Context: an optimization exercise on an open-source flow, tuned for small area, a short achievable clock period and few clock cycles. The choices shown serve that exercise and are no tape-out recipe.
Function was checked by simulation only, so behaviour that the tests miss may differ from the original.
Power and IR drop assume default switching activity.

==> flow/design.v <==
module tascardll_engine (
    input  wire        clk,
    input  wire        rst,
    input  wire        h_valid,
    input  wire        h_write,
    input  wire [7:0]  h_addr,
    input  wire [31:0] h_wdata,
    output wire        h_ready,
    output reg         h_rvalid,
    output reg  [31:0] h_rdata,
    output reg         m_valid,
    output reg         m_we,
    output reg  [31:0] m_addr,
    output reg  [7:0]  m_wdata,
    input  wire        m_ready,
    input  wire [7:0]  m_rdata
);
    localparam [3:0] E_GENERIC = 4'd1, E_PTR = 4'd2, E_MEM = 4'd3,
                     E_NOTHDR = 4'd4, E_NOAUDIO = 4'd5, E_PROTO = 4'd6, E_DIMS = 4'd7,
                     E_CHKSUM = 4'd8;
    localparam [4:0] S_IDLE = 5'd0,  S_EXEC = 5'd1,  S_CRC  = 5'd2,  S_CRCE = 5'd3,
                     S_BD   = 5'd4,  S_EH   = 5'd5,  S_DH1  = 5'd6,  S_DHC  = 5'd7,
                     S_DH2  = 5'd8,  S_ADRN = 5'd9,  S_ACHK = 5'd10, S_MUL  = 5'd11,
                     S_CHK4 = 5'd12, S_CHK5 = 5'd13, S_EAH  = 5'd14, S_DAH  = 5'd15,
                     S_RD   = 5'd16, S_WR   = 5'd17, S_GAP1 = 5'd18, S_GAP2 = 5'd19,
                     S_COPY = 5'd20, S_DRN  = 5'd21, S_DEND = 5'd22;
    localparam [1:0] P_CRC = 2'd0, P_DH1 = 2'd1, P_DH2 = 2'd2, P_DAH = 2'd3;
    reg [31:0] buf_addr, buf_cap, smp_addr, smp_count, smp_index, p_rate;
    reg [15:0] p_format, p_channels, p_framesize;
    reg [15:0] d_fmt, d_ch, d_fs;
    reg [31:0] d_rate, d_crc;
    reg        desc_valid;             
    reg [31:0] crc_acc;
    reg [3:0]  st_err;
    reg [1:0]  st_detail;
    reg [1:0]  st_kind;
    reg [34:0] result_len;             
    reg        busy;
    reg [4:0]  state;
    reg [7:0]  op;
    reg        ill;
    reg        parse, dec, pcmf;
    reg [31:0] alt;                    
    reg [31:0] cnt;                    
    reg [4:0]  sc;                     
    reg [4:0]  pc;                     
    reg        vld;                    
    reg [1:0]  pmode;
    reg        ok;
    reg        first, lastw, s1p, s2p;
    reg [31:0] sbuf;                   
    reg [23:0] qbuf;                   
    reg        qinc;
    reg        mbit;                   
    assign h_ready = ~busy;
    function [31:0] crc_step;
        input [31:0] a;
        input [7:0]  b;
        integer i;
        reg [31:0] c;
        begin
            c = a ^ {24'd0, b};
            for (i = 0; i < 8; i = i + 1)
                c = c[0] ? ((c >> 1) ^ 32'hEDB88320) : (c >> 1);
            crc_step = c;
        end
    endfunction
    function [46:0] enc_s1;
        input [31:0] p;
        reg [7:0]  e;
        reg [23:0] mm;
        reg [7:0]  ee;
        reg [38:0] pr;
        reg [7:0]  idx;
        reg        z;
        begin
            e  = p[30:23];
            mm = {(e != 8'd0), p[22:0]};
            ee = (e == 8'd0) ? 8'd1 : e;
            pr = {mm, 15'd0} - {15'd0, mm};
            idx = 8'd166 - ee;
            z  = (e == 8'd255) || (ee < 8'd112) || (ee > 8'd166);
            enc_s1 = {p[31], z, idx[5:0], pr};
        end
    endfunction
    function [16:0] enc_s2;
        input [46:0] s;
        reg [54:0] pe;
        reg [54:0] sh;
        reg [15:0] t;
        begin
            pe = {s[38:0], 16'd0};
            sh = pe >> s[44:39];
            t  = s[45] ? 16'd0 : sh[15:0];
            if (s[46])
                enc_s2 = {(t[7:0] == 8'd0), ~t[15:8], (~t[7:0]) + 8'd1};
            else
                enc_s2 = {1'b0, t[15:8], t[7:0]};
        end
    endfunction
    function [20:0] dec_s1;
        input [15:0] h;
        reg [15:0] a;
        reg [3:0]  p;
        integer i;
        begin
            a = h[15] ? (16'd0 - h) : h;
            p = 4'd0;
            for (i = 0; i < 15; i = i + 1)
                if (a[i]) p = i[3:0];
            dec_s1 = {p, h[15], a};
        end
    endfunction
    function [31:0] dec_s2;
        input [20:0] s;
        reg [15:0] a;
        reg [3:0]  p;
        reg        sg;
        reg [14:0] r;
        reg [23:0] m;
        begin
            a  = s[15:0];
            sg = s[16];
            p  = s[20:17];
            r  = a[14:0] << (4'd14 - p);
            m  = {r, r[14:6]} + {23'd0, r[5]};
            if (a == 16'd0)
                dec_s2 = 32'd0;
            else if (a[15])
                dec_s2 = 32'hBF800100;
            else if (a == 16'h7FFF)
                dec_s2 = {sg, 8'd127, 23'd0};
            else
                dec_s2 = {sg, 4'b0111, p, m[22:0]};
        end
    endfunction
    wire        fmt_ok   = (d_fmt[15:1] == 15'd0);
    wire [34:0] size_cnt = pcmf ? ({1'b0, cnt, 2'b00} + 35'd9) : ({2'b00, cnt, 1'b0} + 35'd9);
    wire [111:0] chain   = {d_crc, d_fs, d_ch, d_rate, d_fmt};
    wire [31:0] crc_nx   = crc_step(crc_acc, m_wdata);
    wire [31:0] m_inc    = m_addr + 32'd1;
    wire        go       = m_valid & m_ready;
    wire [31:0] cnt_dec  = cnt - 32'd1;
    wire [31:0] cnt_mul  = {cnt[30:0], 1'b0} + (mbit ? {16'd0, d_fs} : 32'd0);
    wire [4:0]  sc_inc   = sc + 5'd1;
    wire [4:0]  sc_dec   = sc - 5'd1;
    wire [4:0]  pc_inc   = pc + 5'd1;
    wire [1:0]  pcm1     = pc[1:0] - 2'd1;
    wire [7:0]  dcrc_b   = d_crc[8*pcm1 +: 8];
    wire [7:0]  dcrc_s   = d_crc[8*sc[1:0] +: 8];
    wire        cnt_is0  = (cnt == 32'd0);
    wire        cnt_is1  = (cnt == 32'd1);
    wire        is_aud   = (op == 8'h12) || (op == 8'h22) || (op == 8'h23);
    reg [3:0] ch_msb;
    integer k;
    always @(*) begin
        ch_msb = 4'd0;
        for (k = 0; k < 16; k = k + 1)
            if (d_ch[k]) ch_msb = k[3:0];
    end
    wire [46:0] e1 = enc_s1(sbuf);
    wire [16:0] e2 = enc_s2({qbuf[14:0], sbuf});
    wire [20:0] d1 = dec_s1(sbuf[31:16]);
    wire [31:0] d2 = dec_s2(sbuf[20:0]);
    reg [31:0] rd_mux;
    always @(*) begin
        case (h_addr)
            8'h04: rd_mux = {18'd0, st_kind, 2'd0, st_detail, 4'd0, st_err};
            8'h08: rd_mux = result_len[31:0];
            8'h0C: rd_mux = {29'd0, result_len[34:32]};
            8'h10: rd_mux = buf_addr;
            8'h14: rd_mux = buf_cap;
            8'h18: rd_mux = smp_addr;
            8'h1C: rd_mux = smp_count;
            8'h20: rd_mux = smp_index;
            8'h24: rd_mux = p_rate;
            8'h28: rd_mux = {16'd0, p_format};
            8'h2C: rd_mux = {16'd0, p_channels};
            8'h30: rd_mux = {16'd0, p_framesize};
            8'h34: rd_mux = {d_fmt, 15'd0, desc_valid};
            8'h38: rd_mux = d_rate;
            8'h3C: rd_mux = {d_fs, d_ch};
            8'h40: rd_mux = d_crc;
            8'h44: rd_mux = {31'd0, desc_valid};
            8'h48: rd_mux = crc_acc;
            8'h4C: rd_mux = ~crc_acc;
            default: rd_mux = 32'd0;
        endcase
    end
    always @(posedge clk)
        h_rdata <= rd_mux;
    wire hw = ~busy & h_valid & h_write;
    reg [4:0] state_n, sc_n, pc_n;
    reg       busy_n, m_valid_n, m_we_n, vld_n, ok_n, first_n, lastw_n, s1p_n, s2p_n, qinc_n;
    reg       dec_n, desc_valid_n;
    reg [1:0] pmode_n;
    reg       st_w;                  
    reg [3:0] st_err_n;
    reg [1:0] st_detail_n, st_kind_n;
    reg ma_buf, ma_alt, ma_inc;
    reg al_smp, al_inc;
    reg cn_cap, cn_acc, cn_dec, cn_mul, cn_fs, cn_zero;
    reg rl_zero, rl_17, rl_cap, rl_size;
    reg ca_ones, ca_step, ca_rest;
    reg ch_load, ch_shift, ch_rot, ch_crc;
    reg si_shift, si_rot;
    reg sb_shift, sb_e1, sb_d1;
    reg qb_shift, qb_e1, qb_d2, qb_e2;
    reg mw_rd, mw_h, mw_k, mw_ch, mw_dc, mw_si, mw_e2, mw_d2, mw_qb;
    reg [7:0] mw_kv;
    reg aud_start;
    always @(*) begin
        state_n = state; sc_n = sc; pc_n = pc;
        busy_n = busy; m_valid_n = m_valid; m_we_n = m_we; vld_n = 1'b0; ok_n = ok;
        first_n = first; lastw_n = lastw; s1p_n = s1p; s2p_n = s2p; qinc_n = qinc;
        dec_n = dec; desc_valid_n = desc_valid; pmode_n = pmode;
        st_w = 1'b0; st_err_n = 4'd0; st_detail_n = 2'd0; st_kind_n = 2'd0;
        ma_buf = 1'b0; ma_alt = 1'b0; ma_inc = 1'b0;
        al_smp = 1'b0; al_inc = 1'b0;
        cn_cap = 1'b0; cn_acc = 1'b0; cn_dec = 1'b0; cn_mul = 1'b0; cn_fs = 1'b0; cn_zero = 1'b0;
        rl_zero = 1'b0; rl_17 = 1'b0; rl_cap = 1'b0; rl_size = 1'b0;
        ca_ones = 1'b0; ca_step = 1'b0; ca_rest = 1'b0;
        ch_load = 1'b0; ch_shift = 1'b0; ch_rot = 1'b0; ch_crc = 1'b0;
        si_shift = 1'b0; si_rot = 1'b0;
        sb_shift = 1'b0; sb_e1 = 1'b0; sb_d1 = 1'b0;
        qb_shift = 1'b0; qb_e1 = 1'b0; qb_d2 = 1'b0; qb_e2 = 1'b0;
        mw_rd = 1'b0; mw_h = 1'b0; mw_k = 1'b0; mw_ch = 1'b0; mw_dc = 1'b0; mw_si = 1'b0;
        mw_e2 = 1'b0; mw_d2 = 1'b0; mw_qb = 1'b0; mw_kv = 8'h00;
        aud_start = 1'b0;
        if (vld && state != S_DRN && state != S_ADRN) begin
            pc_n = pc_inc;
            case (pmode)
                P_CRC: ca_step = 1'b1;
                P_DH1: begin
                    if (pc == 5'd0) begin
                        if (m_wdata == 8'h48) begin
                            cn_acc  = 1'b1;
                            ca_ones = 1'b1;
                        end
                    end else
                        ca_step = 1'b1;
                    if (pc == 5'd1) ok_n = (m_wdata == 8'h01);
                    if (pc == 5'd2) ok_n = ok & (m_wdata == 8'h00);
                end
                P_DH2: ch_shift = 1'b1;
                P_DAH: if (pc[3:2] != 2'd0 && pc != 5'd4) si_shift = 1'b1;
            endcase
        end
        case (state)
        S_IDLE: begin
            if (hw && h_addr == 8'h00) begin
                busy_n  = 1'b1;
                state_n = S_EXEC;
                mw_h    = 1'b1;
            end
        end
        S_EXEC: begin
            st_w    = 1'b1;
            rl_zero = 1'b1;
            dec_n   = (op == 8'h23);
            sc_n    = 5'd0;
            pc_n    = 5'd0;
            busy_n  = 1'b0;
            state_n = S_IDLE;
            if (ill) begin
                st_err_n    = E_GENERIC;
                st_detail_n = 2'd1;
            end else begin
                case (op)
                    8'h01: ca_ones = 1'b1;
                    8'h02: ca_step = 1'b1;
                    8'h03, 8'h04: begin
                        if (op[2]) ca_ones = 1'b1;
                        rl_zero = 1'b0;
                        rl_cap  = 1'b1;
                        cn_cap  = 1'b1;
                        ma_buf  = 1'b1;
                        m_we_n  = 1'b0;
                        if (buf_cap != 32'd0) begin
                            m_valid_n = 1'b1;
                            busy_n    = 1'b1;
                            state_n   = S_CRC;
                        end
                    end
                    8'h10: begin
                        ch_load = 1'b1;
                        cn_acc  = 1'b1;
                        ca_ones = 1'b1;
                        mw_k    = 1'b1;
                        mw_kv   = 8'h01;
                        busy_n  = 1'b1;
                        state_n = S_BD;
                    end
                    8'h11: begin
                        rl_zero = 1'b0;
                        rl_17   = 1'b1;
                    end
                    8'h12, 8'h22, 8'h23: aud_start = 1'b1;
                    8'h20: begin
                        if (!desc_valid) begin
                            st_err_n    = E_GENERIC;
                            st_detail_n = 2'd2;
                        end else if (buf_addr == 32'd0)
                            st_err_n = E_PTR;
                        else if (buf_cap < 32'd17)
                            st_err_n = E_MEM;
                        else begin
                            ma_buf    = 1'b1;
                            m_valid_n = 1'b1;
                            m_we_n    = 1'b1;
                            mw_k      = 1'b1;
                            mw_kv     = 8'h48;
                            busy_n    = 1'b1;
                            state_n   = S_EH;
                        end
                    end
                    8'h21, 8'h24: begin
                        if (buf_addr == 32'd0)
                            st_err_n = E_PTR;
                        else if (buf_cap < 32'd17)
                            st_err_n = E_MEM;
                        else begin
                            ma_buf    = 1'b1;
                            m_valid_n = 1'b1;
                            m_we_n    = 1'b0;
                            busy_n    = 1'b1;
                            state_n   = S_DH1;
                        end
                    end
                    default: begin
                        st_err_n    = E_GENERIC;
                        st_detail_n = 2'd1;
                    end
                endcase
            end
        end
        S_CRC: begin
            if (go) begin
                mw_rd   = 1'b1;
                vld_n   = 1'b1;
                pmode_n = P_CRC;
                ma_inc  = 1'b1;
                cn_dec  = 1'b1;
                if (cnt_is1) begin
                    m_valid_n = 1'b0;
                    state_n   = S_CRCE;
                end
            end
        end
        S_CRCE: begin
            busy_n  = 1'b0;
            state_n = S_IDLE;
        end
        S_BD: begin
            sc_n    = sc_inc;
            ca_step = 1'b1;
            if (sc == 5'd0) begin
                mw_k  = 1'b1;
                mw_kv = 8'h00;
            end else
                mw_ch = 1'b1;
            if (sc != 5'd0 && sc != 5'd15)
                ch_rot = 1'b1;
            if (sc == 5'd15) begin
                ch_crc       = 1'b1;
                ca_step      = 1'b0;
                ca_rest      = 1'b1;
                desc_valid_n = 1'b1;
                busy_n       = 1'b0;
                state_n      = S_IDLE;
            end
        end
        S_EH: begin
            if (go) begin
                sc_n   = sc_inc;
                ma_inc = 1'b1;
                if (sc == 5'd0) begin
                    mw_k  = 1'b1;
                    mw_kv = 8'h01;
                end else if (sc == 5'd1) begin
                    mw_k  = 1'b1;
                    mw_kv = 8'h00;
                end else begin
                    mw_ch = 1'b1;
                    if (sc != 5'd16)
                        ch_rot = 1'b1;
                end
                if (sc == 5'd16) begin
                    m_valid_n = 1'b0;
                    rl_17     = 1'b1;
                    busy_n    = 1'b0;
                    state_n   = S_IDLE;
                end
            end
        end
        S_DH1: begin
            if (sc < 5'd21 && (go || (sc >= 5'd13 && sc <= 5'd16))) begin
                if (sc >= 5'd13 && sc <= 5'd16) begin
                    mw_k  = 1'b1;
                    mw_kv = 8'h00;
                end else
                    mw_rd = 1'b1;
                vld_n   = 1'b1;
                pmode_n = P_DH1;
                sc_n    = sc_inc;
                if (go)
                    ma_inc = 1'b1;
                if (sc == 5'd2)
                    al_inc = 1'b1;
                m_valid_n = !(sc >= 5'd12 && sc <= 5'd15) && sc != 5'd20;
            end
            if (vld && pc == 5'd0 && m_wdata != 8'h48) begin
                if (parse)
                    state_n = S_ADRN;
                else begin
                    st_w     = 1'b1;
                    st_err_n = E_NOTHDR;
                    state_n  = S_DRN;
                end
                if (go)
                    m_valid_n = 1'b0;
            end
            if (vld && pc == 5'd20)
                state_n = S_DHC;
        end
        S_DHC: begin
            ca_rest = 1'b1;
            if (crc_acc != 32'hDEBB20E3) begin
                st_w     = 1'b1;
                st_err_n = E_CHKSUM;
                busy_n   = 1'b0;
                state_n  = S_IDLE;
            end else if (!ok) begin
                st_w     = 1'b1;
                st_err_n = E_PROTO;
                busy_n   = 1'b0;
                state_n  = S_IDLE;
            end else begin
                ma_alt    = 1'b1;
                m_valid_n = 1'b1;
                sc_n      = 5'd0;
                pc_n      = 5'd0;
                state_n   = S_DH2;
            end
        end
        S_DH2: begin
            if (go) begin
                mw_rd   = 1'b1;
                vld_n   = 1'b1;
                pmode_n = P_DH2;
                sc_n    = sc_inc;
                ma_inc  = 1'b1;
                if (sc == 5'd13)
                    m_valid_n = 1'b0;
            end
            if (vld && pc == 5'd13) begin
                desc_valid_n = 1'b1;
                st_w         = 1'b1;
                st_kind_n    = 2'd1;
                rl_17        = 1'b1;
                busy_n       = 1'b0;
                state_n      = S_IDLE;
            end
        end
        S_ADRN: begin
            if (go)
                m_valid_n = 1'b0;
            if (!m_valid || go) begin
                dec_n   = 1'b1;
                state_n = S_ACHK;
            end
        end
        S_ACHK: aud_start = 1'b1;
        S_MUL: begin
            cn_mul = 1'b1;
            sc_n   = sc_dec;
            if (sc == 5'd0)
                state_n = S_CHK4;
        end
        S_CHK4: begin
            rl_size = 1'b1;
            sc_n    = 5'd0;
            pc_n    = 5'd0;
            ma_buf  = 1'b1;
            al_smp  = 1'b1;
            first_n = 1'b1;
            lastw_n = 1'b0;
            if (op == 8'h12) begin
                st_w    = 1'b1;
                busy_n  = 1'b0;
                state_n = S_IDLE;
            end else if (smp_count != cnt) begin
                st_w     = 1'b1;
                st_err_n = E_DIMS;
                rl_size  = 1'b0;
                rl_zero  = 1'b1;
                busy_n   = 1'b0;
                state_n  = S_IDLE;
            end else
                state_n = S_CHK5;
        end
        S_CHK5: begin
            if ({3'd0, buf_cap} < result_len) begin
                st_w     = 1'b1;
                st_err_n = E_MEM;
                rl_zero  = 1'b1;
                busy_n   = 1'b0;
                state_n  = S_IDLE;
            end else if (dec) begin
                m_valid_n = 1'b1;
                m_we_n    = 1'b0;
                state_n   = S_DAH;
            end else begin
                m_valid_n = 1'b1;
                m_we_n    = 1'b1;
                mw_k      = 1'b1;
                mw_kv     = 8'h41;
                state_n   = S_EAH;
            end
        end
        S_EAH: begin
            if (go) begin
                sc_n = sc_inc;
                if (sc[3:2] == 2'd0)
                    mw_dc = 1'b1;
                else if (sc != 5'd8) begin
                    mw_si  = 1'b1;
                    si_rot = 1'b1;
                end
                if (sc == 5'd8) begin
                    sc_n = 5'd0;
                    if (cnt_is0) begin
                        m_valid_n = 1'b0;
                        st_w      = 1'b1;
                        busy_n    = 1'b0;
                        state_n   = S_IDLE;
                    end else begin
                        ma_alt  = 1'b1;
                        al_inc  = 1'b1;
                        m_we_n  = 1'b0;
                        state_n = pcmf ? S_COPY : S_RD;
                    end
                end else
                    ma_inc = 1'b1;
            end
        end
        S_DAH: begin
            if (go) begin
                mw_rd   = 1'b1;
                vld_n   = 1'b1;
                pmode_n = P_DAH;
                sc_n    = sc_inc;
                ma_inc  = 1'b1;
                if (sc == 5'd8) begin
                    sc_n = 5'd0;
                    if (cnt_is0) begin
                        m_valid_n = 1'b0;
                        state_n   = S_DEND;
                    end else
                        state_n = pcmf ? S_COPY : S_RD;
                end
            end
            if (vld && ((pc == 5'd0 && m_wdata != 8'h41) ||
                        (pc != 5'd0 && pc <= 5'd4 && m_wdata != dcrc_b))) begin
                st_w     = 1'b1;
                st_err_n = (pc == 5'd0) ? E_NOAUDIO : E_CHKSUM;
                rl_zero  = 1'b1;
                state_n  = S_DRN;
                if (go)
                    m_valid_n = 1'b0;
            end
        end
        S_DEND: begin
            st_w      = 1'b1;
            st_kind_n = 2'd2;
            busy_n    = 1'b0;
            state_n   = S_IDLE;
        end
        S_COPY: begin
            if (go) begin
                ma_alt = 1'b1;
                al_inc = 1'b1;
                m_we_n = ~m_we;
                if (!m_we)
                    mw_rd = 1'b1;
                else begin
                    sc_n = sc_inc;
                    if (sc[1:0] == 2'd3) begin
                        cn_dec = 1'b1;
                        if (cnt_is1) begin
                            m_valid_n = 1'b0;
                            st_w      = 1'b1;
                            st_kind_n = {dec, 1'b0};
                            busy_n    = 1'b0;
                            state_n   = S_IDLE;
                        end
                    end
                end
            end
        end
        S_RD: begin
            if (s2p) begin
                s2p_n = 1'b0;
                if (dec) begin
                    mw_d2  = 1'b1;
                    qb_d2  = 1'b1;
                    qinc_n = 1'b0;
                end else begin
                    mw_e2  = 1'b1;
                    qb_e2  = 1'b1;
                    qinc_n = e2[16];
                end
            end
            if (go) begin
                sb_shift = 1'b1;
                sc_n     = sc_inc;
                if (sc[1:0] == (dec ? 2'd1 : 2'd3)) begin
                    sc_n   = 5'd0;
                    cn_dec = 1'b1;
                    if (first) begin
                        first_n   = 1'b0;
                        m_valid_n = 1'b0;
                        ma_inc    = 1'b1;
                        state_n   = S_GAP1;
                    end else begin
                        ma_alt  = 1'b1;
                        al_inc  = 1'b1;
                        m_we_n  = 1'b1;
                        s1p_n   = 1'b1;
                        state_n = S_WR;
                    end
                end else
                    ma_inc = 1'b1;
            end
        end
        S_GAP1: begin
            if (dec)
                sb_d1 = 1'b1;
            else begin
                sb_e1 = 1'b1;
                qb_e1 = 1'b1;
            end
            s2p_n = 1'b1;
            if (cnt_is0) begin
                ma_alt  = 1'b1;
                al_inc  = 1'b1;
                state_n = S_GAP2;
            end else begin
                m_valid_n = 1'b1;
                state_n   = S_RD;
            end
        end
        S_GAP2: begin
            s2p_n = 1'b0;
            if (dec) begin
                mw_d2  = 1'b1;
                qb_d2  = 1'b1;
                qinc_n = 1'b0;
            end else begin
                mw_e2  = 1'b1;
                qb_e2  = 1'b1;
                qinc_n = e2[16];
            end
            lastw_n   = 1'b1;
            m_valid_n = 1'b1;
            m_we_n    = 1'b1;
            state_n   = S_WR;
        end
        S_WR: begin
            if (go) begin
                mw_qb  = 1'b1;
                qinc_n = 1'b0;
                if (dec)
                    qb_shift = 1'b1;
                sc_n = sc_inc;
                if (s1p) begin
                    s1p_n = 1'b0;
                    s2p_n = 1'b1;
                    if (dec)
                        sb_d1 = 1'b1;
                    else begin
                        sb_e1 = 1'b1;
                        qb_e1 = 1'b1;
                    end
                end
                if (sc[1:0] == (dec ? 2'd3 : 2'd1)) begin
                    sc_n = 5'd0;
                    if (lastw) begin
                        m_valid_n = 1'b0;
                        st_w      = 1'b1;
                        st_kind_n = {dec, 1'b0};
                        busy_n    = 1'b0;
                        state_n   = S_IDLE;
                    end else if (cnt_is0) begin
                        m_valid_n = 1'b0;
                        ma_inc    = 1'b1;
                        state_n   = S_GAP2;
                    end else begin
                        ma_alt  = 1'b1;
                        al_inc  = 1'b1;
                        m_we_n  = 1'b0;
                        state_n = S_RD;
                    end
                end else
                    ma_inc = 1'b1;
            end
        end
        S_DRN: begin
            if (go)
                m_valid_n = 1'b0;
            if (!m_valid || go) begin
                busy_n  = 1'b0;
                state_n = S_IDLE;
            end
        end
        default: begin
            busy_n  = 1'b0;
            state_n = S_IDLE;
        end
        endcase
        if (aud_start) begin
            busy_n = 1'b1;
            st_w   = 1'b1;
            if (!desc_valid) begin
                st_err_n    = E_GENERIC;
                st_detail_n = 2'd2;
                busy_n      = 1'b0;
                state_n     = S_IDLE;
            end else if (!fmt_ok) begin
                st_err_n    = E_GENERIC;
                st_detail_n = 2'd3;
                busy_n      = 1'b0;
                state_n     = S_IDLE;
            end else if (op != 8'h12 && (smp_addr == 32'd0 || buf_addr == 32'd0)) begin
                st_err_n = E_PTR;
                busy_n   = 1'b0;
                state_n  = S_IDLE;
            end else begin
                if (d_ch == 16'd0)
                    cn_zero = 1'b1;
                else
                    cn_fs = 1'b1;
                sc_n    = {1'b0, ch_msb} - 5'd1;
                state_n = (ch_msb == 4'd0) ? S_CHK4 : S_MUL;
            end
        end
    end
    always @(posedge clk) begin
        if (rst) begin
            buf_addr    <= 32'd0;
            buf_cap     <= 32'd0;
            smp_addr    <= 32'd0;
            smp_count   <= 32'd0;
            p_rate      <= 32'd0;
            p_format    <= 16'd0;
            p_channels  <= 16'd0;
            p_framesize <= 16'd0;
        end else if (hw) begin
            case (h_addr)
                8'h10: buf_addr    <= h_wdata;
                8'h14: buf_cap     <= h_wdata;
                8'h18: smp_addr    <= h_wdata;
                8'h1C: smp_count   <= h_wdata;
                8'h24: p_rate      <= h_wdata;
                8'h28: p_format    <= h_wdata[15:0];
                8'h2C: p_channels  <= h_wdata[15:0];
                8'h30: p_framesize <= h_wdata[15:0];
                default: ;
            endcase
        end
    end
    always @(posedge clk) begin
        if (rst) begin
            busy       <= 1'b0;
            state      <= S_IDLE;
            m_valid    <= 1'b0;
            h_rvalid   <= 1'b0;
            vld        <= 1'b0;
            s1p        <= 1'b0;
            s2p        <= 1'b0;
            desc_valid <= 1'b0;
            st_err     <= 4'd0;
            st_detail  <= 2'd0;
            st_kind    <= 2'd0;
        end else begin
            h_rvalid   <= ~busy & h_valid & ~h_write;
            busy       <= busy_n;
            state      <= state_n;
            m_valid    <= m_valid_n;
            vld        <= vld_n;
            s1p        <= s1p_n;
            s2p        <= s2p_n;
            desc_valid <= desc_valid_n;
            if (st_w) begin
                st_err    <= st_err_n;
                st_detail <= st_detail_n;
                st_kind   <= st_kind_n;
            end
        end
        m_we  <= m_we_n;
        sc    <= sc_n;
        pc    <= pc_n;
        ok    <= ok_n;
        first <= first_n;
        lastw <= lastw_n;
        qinc  <= qinc_n;
        dec   <= dec_n;
        pmode <= pmode_n;
        mbit  <= d_ch[sc_n[3:0]];
        if (state == S_IDLE) begin
            op    <= h_wdata[7:0];
            ill   <= (h_wdata[31:16] != 16'd0) ||
                     (h_wdata[7:0] != 8'h02 && h_wdata[15:8] != 8'd0);
            parse <= (h_wdata[7:0] == 8'h24);
            pcmf  <= d_fmt[0];
        end
    end
    always @(posedge clk) begin
        if (ma_buf | ma_alt | ma_inc)
            m_addr <= ({32{ma_buf}} & buf_addr) | ({32{ma_alt}} & alt) | ({32{ma_inc}} & m_inc);
        if (al_smp | al_inc)
            alt <= al_smp ? smp_addr : m_inc;
        if (cn_cap | cn_acc | cn_dec | cn_mul | cn_fs | cn_zero)
            cnt <= ({32{cn_cap}} & buf_cap) | ({32{cn_acc}} & crc_acc) | ({32{cn_dec}} & cnt_dec) |
                   ({32{cn_mul}} & cnt_mul) | ({32{cn_fs}} & {16'd0, d_fs});
        if (sb_shift)
            sbuf <= {m_rdata, sbuf[31:8]};
        else if (sb_e1)
            sbuf <= e1[31:0];
        else if (sb_d1)
            sbuf[20:0] <= d1;
        if (qb_e1)
            qbuf[14:0] <= e1[46:32];
        else if (qb_d2)
            qbuf <= d2[31:8];
        else if (qb_e2)
            qbuf[7:0] <= e2[15:8];
        else if (qb_shift)
            qbuf <= {8'd0, qbuf[23:8]};
        if (mw_rd | mw_h | mw_k | mw_ch | mw_dc | mw_si | mw_e2 | mw_d2 | mw_qb)
            m_wdata <= ({8{mw_rd}} & m_rdata) | ({8{mw_h}} & h_wdata[15:8]) | ({8{mw_k}} & mw_kv) |
                       ({8{mw_ch}} & chain[7:0]) | ({8{mw_dc}} & dcrc_s) | ({8{mw_si}} & smp_index[7:0]) |
                       ({8{mw_e2}} & e2[7:0]) | ({8{mw_d2}} & d2[7:0]) |
                       ({8{mw_qb}} & (qbuf[7:0] + {7'd0, qinc}));
    end
    always @(posedge clk) begin
        if (rst) begin
            d_fmt      <= 16'd0;
            d_rate     <= 32'd0;
            d_ch       <= 16'd0;
            d_fs       <= 16'd0;
            d_crc      <= 32'd0;
            crc_acc    <= 32'hFFFFFFFF;
            result_len <= 35'd0;
            smp_index  <= 32'd0;
        end else begin
            if (ch_load)
                {d_crc, d_fs, d_ch, d_rate, d_fmt} <= {32'd0, p_framesize, p_channels, p_rate, p_format};
            else if (ch_shift | ch_rot)
                {d_crc, d_fs, d_ch, d_rate, d_fmt} <= {(ch_shift ? m_wdata : chain[7:0]), chain[111:8]};
            else if (ch_crc)
                d_crc <= ~crc_nx;
            if (ca_ones | ca_step | ca_rest)
                crc_acc <= ({32{ca_ones}}) | ({32{ca_step}} & crc_nx) | ({32{ca_rest}} & cnt);
            if (rl_zero | rl_17 | rl_cap | rl_size)
                result_len <= ({35{rl_17}} & 35'd17) | ({35{rl_cap}} & {3'd0, buf_cap}) |
                              ({35{rl_size}} & size_cnt);
            if (hw && h_addr == 8'h20)
                smp_index <= h_wdata;
            else if (si_shift | si_rot)
                smp_index <= {(si_shift ? m_wdata : smp_index[7:0]), smp_index[31:8]};
        end
    end
endmodule
==> flow/flow/run.sh <==
#!/bin/bash
set -euo pipefail
bash standard.sh SETUP_SLACK_MARGIN=8 finish > standard_flow.log 2>&1
==> flow/standard.sh <==
#!/bin/bash
# synth_recipe.tcl (not shown) runs the flow's synth.tcl, then flattens the netlist and writes it again
# the make line also repeats each setting of config.mk as NAME=value (left out here)
make -C /OpenROAD-flow-scripts/flow DESIGN_CONFIG=/design/flow/config.mk WORK_HOME=/design/flow/orfs CLKGATE_MAP_FILE= SYNTH_SCRIPT=/design/flow/synth_recipe.tcl "${@:-finish}"
==> flow/config.mk <==
export PLATFORM = sky130hd
export DESIGN_NAME = tascardll_engine
export DESIGN_NICKNAME = tascardll_engine
export VERILOG_FILES = /design/flow/design.v
export SDC_FILE = /design/flow/constraint.sdc
export NUM_CORES = 4
export LEC_CHECK = 0
export CAP_MARGIN = 20
export CORE_MARGIN = 2
export CORE_UTILIZATION = 40
export SLEW_MARGIN = 20
==> flow/constraint.sdc <==
create_clock -name core_clock -period 12.0 [get_ports {clk}]
set_input_delay 2.4000 -clock core_clock [delete_from_list [all_inputs] [get_ports {clk}]]
set_output_delay 2.4000 -clock core_clock [all_outputs]
set_load 0.01 [all_outputs]
==> results.json <==
{
  "drtAntennaViolNets": 0,
  "grt.overflow.total": 0,
  "ys_ff_latch": 658,
  "die_x_um": 334,
  "hp-class": "flop to flop",
  "startpoint_type": "input pin",
  "yosysMostFrequentCell": "nand2_1",
  "setup_viol": 0,
  "antenna_found_initial": 26,
  "synthTopCellsByCount": "nand2_1 (1096), dfxtp_1 (482), a21oi_1 (467)",
  "final_util_pct": 47.1,
  "period_needed_ns": 4.14,
  "worst-r2r-cell-count": 8,
  "hold_path_end": "h_rvalid",
  "final_cells": 6934,
  "yosys.area.top_type": "dfxtp_1",
  "ff2ff_setup_slack_ns": 8.02,
  "cp_data_arrival_time_ns": 4.59,
  "h-tree-depth": 3,
  "viasPerCell": 6.85,
  "cts_made_buffers": 80,
  "slew_headroom_pct": 11.2,
  "drive_above_1_share_pct": 12.8,
  "wl_mm": 236,
  "hold_buffers": 0,
  "multi_input_area_sq_um": 27400,
  "cts_tree": "built",
  "clock_skew_ns": 0.0247,
  "tightest_slew_ns": 1.33,
  "vias": 47500,
  "dp.cells": 6659,
  "grt_usage_pct": 40.6,
  "die-area_sq_um": 111000,
  "synth_area_sq_um": 43500,
  "grt_pass1_vias": 42600,
  "cts.sinks": 658,
  "port_buffers": 128,
  "place_area_sq_um": 46100,
  "p_per_area_nw_per_um2": 157,
  "hold_path_depth": 1,
  "gp_congestion": 1.11,
  "synth_flop_cell": "dfxtp_1",
  "die_y_um": 334,
  "post-route-period-util_pct": 34.5,
  "grt_max_degree": 192,
  "r2r-start": "smp_addr[26]",
  "grt_pass1_wl_mm": 328,
  "synthCells": 5423,
  "ys_seq_area_share_pct": 34.3,
  "ioPinCount": 129,
  "seqCellArea_sq_um": 15000,
  "crit_path_end_kind": "flop",
  "nFillCells": 10600,
  "synth_cell_types": 114,
  "hpwl_mm": 166,
  "cts_buffer_depth": 3,
  "status": "finished clean",
  "synth_edf_count": 176,
  "avgSynthCellArea_sq_um": 8.03,
  "final_area_sq_um": 51000,
  "crit_required_ns": 12.45,
  "yosys_warnings": 1,
  "synth_top_cell_area_share_pct": 22.2,
  "hold_viol_final": 0,
  "nets": 5583,
  "cp_max_fo": 7,
  "fmax_mhz": 241,
  "synth_area_leaders": "dfxtp_1 (22%), edfxtp_1 (12%), nand2_1 (9.5%), a21oi_1 (5.4%), xnor2_1 (4.0%)",
  "tns_ns": 0,
  "rr_endpoint": "state[1]",
  "critical_path_class": "input pin to flop",
  "drtIter0Drc": 8476,
  "wl_per_cell_um": 34.0,
  "drv_slew": 0,
  "drc_errors": 0,
  "core_area_sq_um": 108000,
  "cts-root-buf": "clkbuf_16",
  "p_total_uw": 8000,
  "row_count": 121,
  "leakage_uw": 0.0178,
  "hold_start": "busy",
  "path_clk_slew_ns": 0.06,
  "first_pass_iters": 12,
  "rsz0062_at_grt": "yes",
  "synthToLayoutAreaGrowth_pct": 17.2,
  "max-vdd-ir-drop_uv": 183,
  "initial_core_util_pct": 40.2,
  "clk_latency_ns": 0.69,
  "synthArstFlopShare_pct": 0,
  "drv_cap": 0,
  "synth_fp_nets": 5562
}
[cell usage in the layout (no fill, tap or decap), types with 39 or more instances in the layout]
cell,Yosys,layout
nor2_1,456,435
mux4_2,64,64
a21oi_1,467,452
buf_4,7,206
o211ai_1,49,49
nand3_1,135,128
and3_1,44,41
nor4_1,66,59
clkbuf_16,0,90
nand2_1,1096,1081
nor3_1,87,74
dlygate4sd2_1,0,55
xnor2_1,200,200
o21ai_1,10,47
ha_1,85,82
clkdlybuf4s50_1,0,52
edfxtp_1,176,176
a22oi_1,120,118
nand4_1,96,96
inv_1,93,92
a221oi_1,112,107
xor2_1,113,113
a211oi_1,45,39
mux2i_1,105,102
a311oi_1,109,108
o21ai_0,192,153
dfxtp_1,482,469
[critical path: stages]
cell and delay, ns:
clkdlybuf4s50_1 0.82, nor4_1 0.41, nand4_1 0.59, a21o_1 0.35
[sequential cells by signal, indices dropped and copies added (netlist names), 21 cells and up]
register / count
d_crc: 32
smp_count: 32
result_len: 35
p_rate: 32
m_addr: 32
smp_index: 32
qbuf: 21
alt: 32
d_rate: 32
buf_addr: 32
buf_cap: 32
sbuf: 32
cnt: 32
crc_acc: 32
h_rdata: 32
smp_addr: 32
[logic make-up (layout without fill, tap and decap cells)]
| kind of cell | count (synthesis) | in the layout | synth area share (%) |
|---|---|---|---|
| buf+inv | 543 | 619 | 5.03 |
| compound gates | 1406 | 1407 | 21.8 |
| other cells | 0 | 10 | 0 |
| xor+xnor | 319 | 319 | 6.56 |
| fa+ha+maj | 86 | 86 | 2.49 |
| flops | 658 | 658 | 34.3 |
| mux | 207 | 207 | 7.11 |
| simple gates | 2204 | 2214 | 22.7 |
[per-layer routing]
metal,vias to the layer above,routed length (um),track usage [%]
met4,24,17400,23.1
li1,19900,-,-
met5,-,150,0.261
met1,23000,90700,53.4
met3,856,35100,15.7
met2,3745,92300,56.3
[worst max path at each step]
stage                            from          to  cells after the start
final                     h_wdata[18]         ill                      4
after global routing         sbuf[18]    qbuf[12]                     14
after CTS                   h_addr[3]    state[3]                     11
after detailed placement      m_ready  d_rate[10]                     10
after global placement        m_ready     d_ch[1]                     10
after floorplan             h_addr[1]    state[1]                      9
[layout make-up]
cell class | instances | area share (%)
antenna | 10 | 0.0491
clock buffer | 107 | 4.57
clock inverter | 41 | 1.12
inverter | 95 | 0.699
multi-input combinational | 4233 | 53.7
sequential | 658 | 29.3
tap | 1414 | 3.47
timing repair buffer | 376 | 7.04
[where the power goes]
part	leakage, uW	switching, uW	total (uW)	internal, uW
Sequential	0.00554	265	2700	2430
Clock	0.00142	1120	2710	1600
Combinational	0.0109	1650	2590	938
Total	0.0178	3040	8000	4970
[metrics by stage]
step                hold WS, ns  worst slack, ns
finish                    0.446             7.86
global route              0.461             7.90
CTS                       0.446             7.87
detailed placement        0.421             5.98
global placement          0.422             6.04
floorplan                 0.397             7.54
[timing repair]
item,4_1_cts,5_1_grt
endpoints found under the hold margin,0,0
setup endpoints to repair,718,365
pin swaps,28,32
gates resized for setup,222,101
buffers inserted,62,35
cloned,15,4
Testbench counts, summed over its fixed seeds: cycles 232,070.

==> static timing again, ports no longer ideal <==
The flow's constraints put no driver on any port. The routed layout listed below was extracted and timed again, unchanged, in two steps.
Step 1 sets driving cells, clkbuf_16 on the clock port and buf_2 on the other inputs (assumed; they add their load-dependent delay and slew).
Step 2 moves the port delays by t, midway between the first and last clock arrival at a register: inputs arrive t later, outputs are due t later. That takes back most of the time a late clock gives input paths.
Three values: no drivers, after step 1, after step 2; two values: the first two.
t, ns: 0.754
setup WS [ns]: 7.856 / 7.909 / 7.155
clock arrival spread, ns: 0.026 / 0.026
worst slew at a driven data input, ns: 0.09
pins driven straight from the clock port: 1
After both steps setup and hold are still met in this run. For this run, drivers alone change the setup slack by +0.053 ns; drivers and shift together by -0.701 ns.
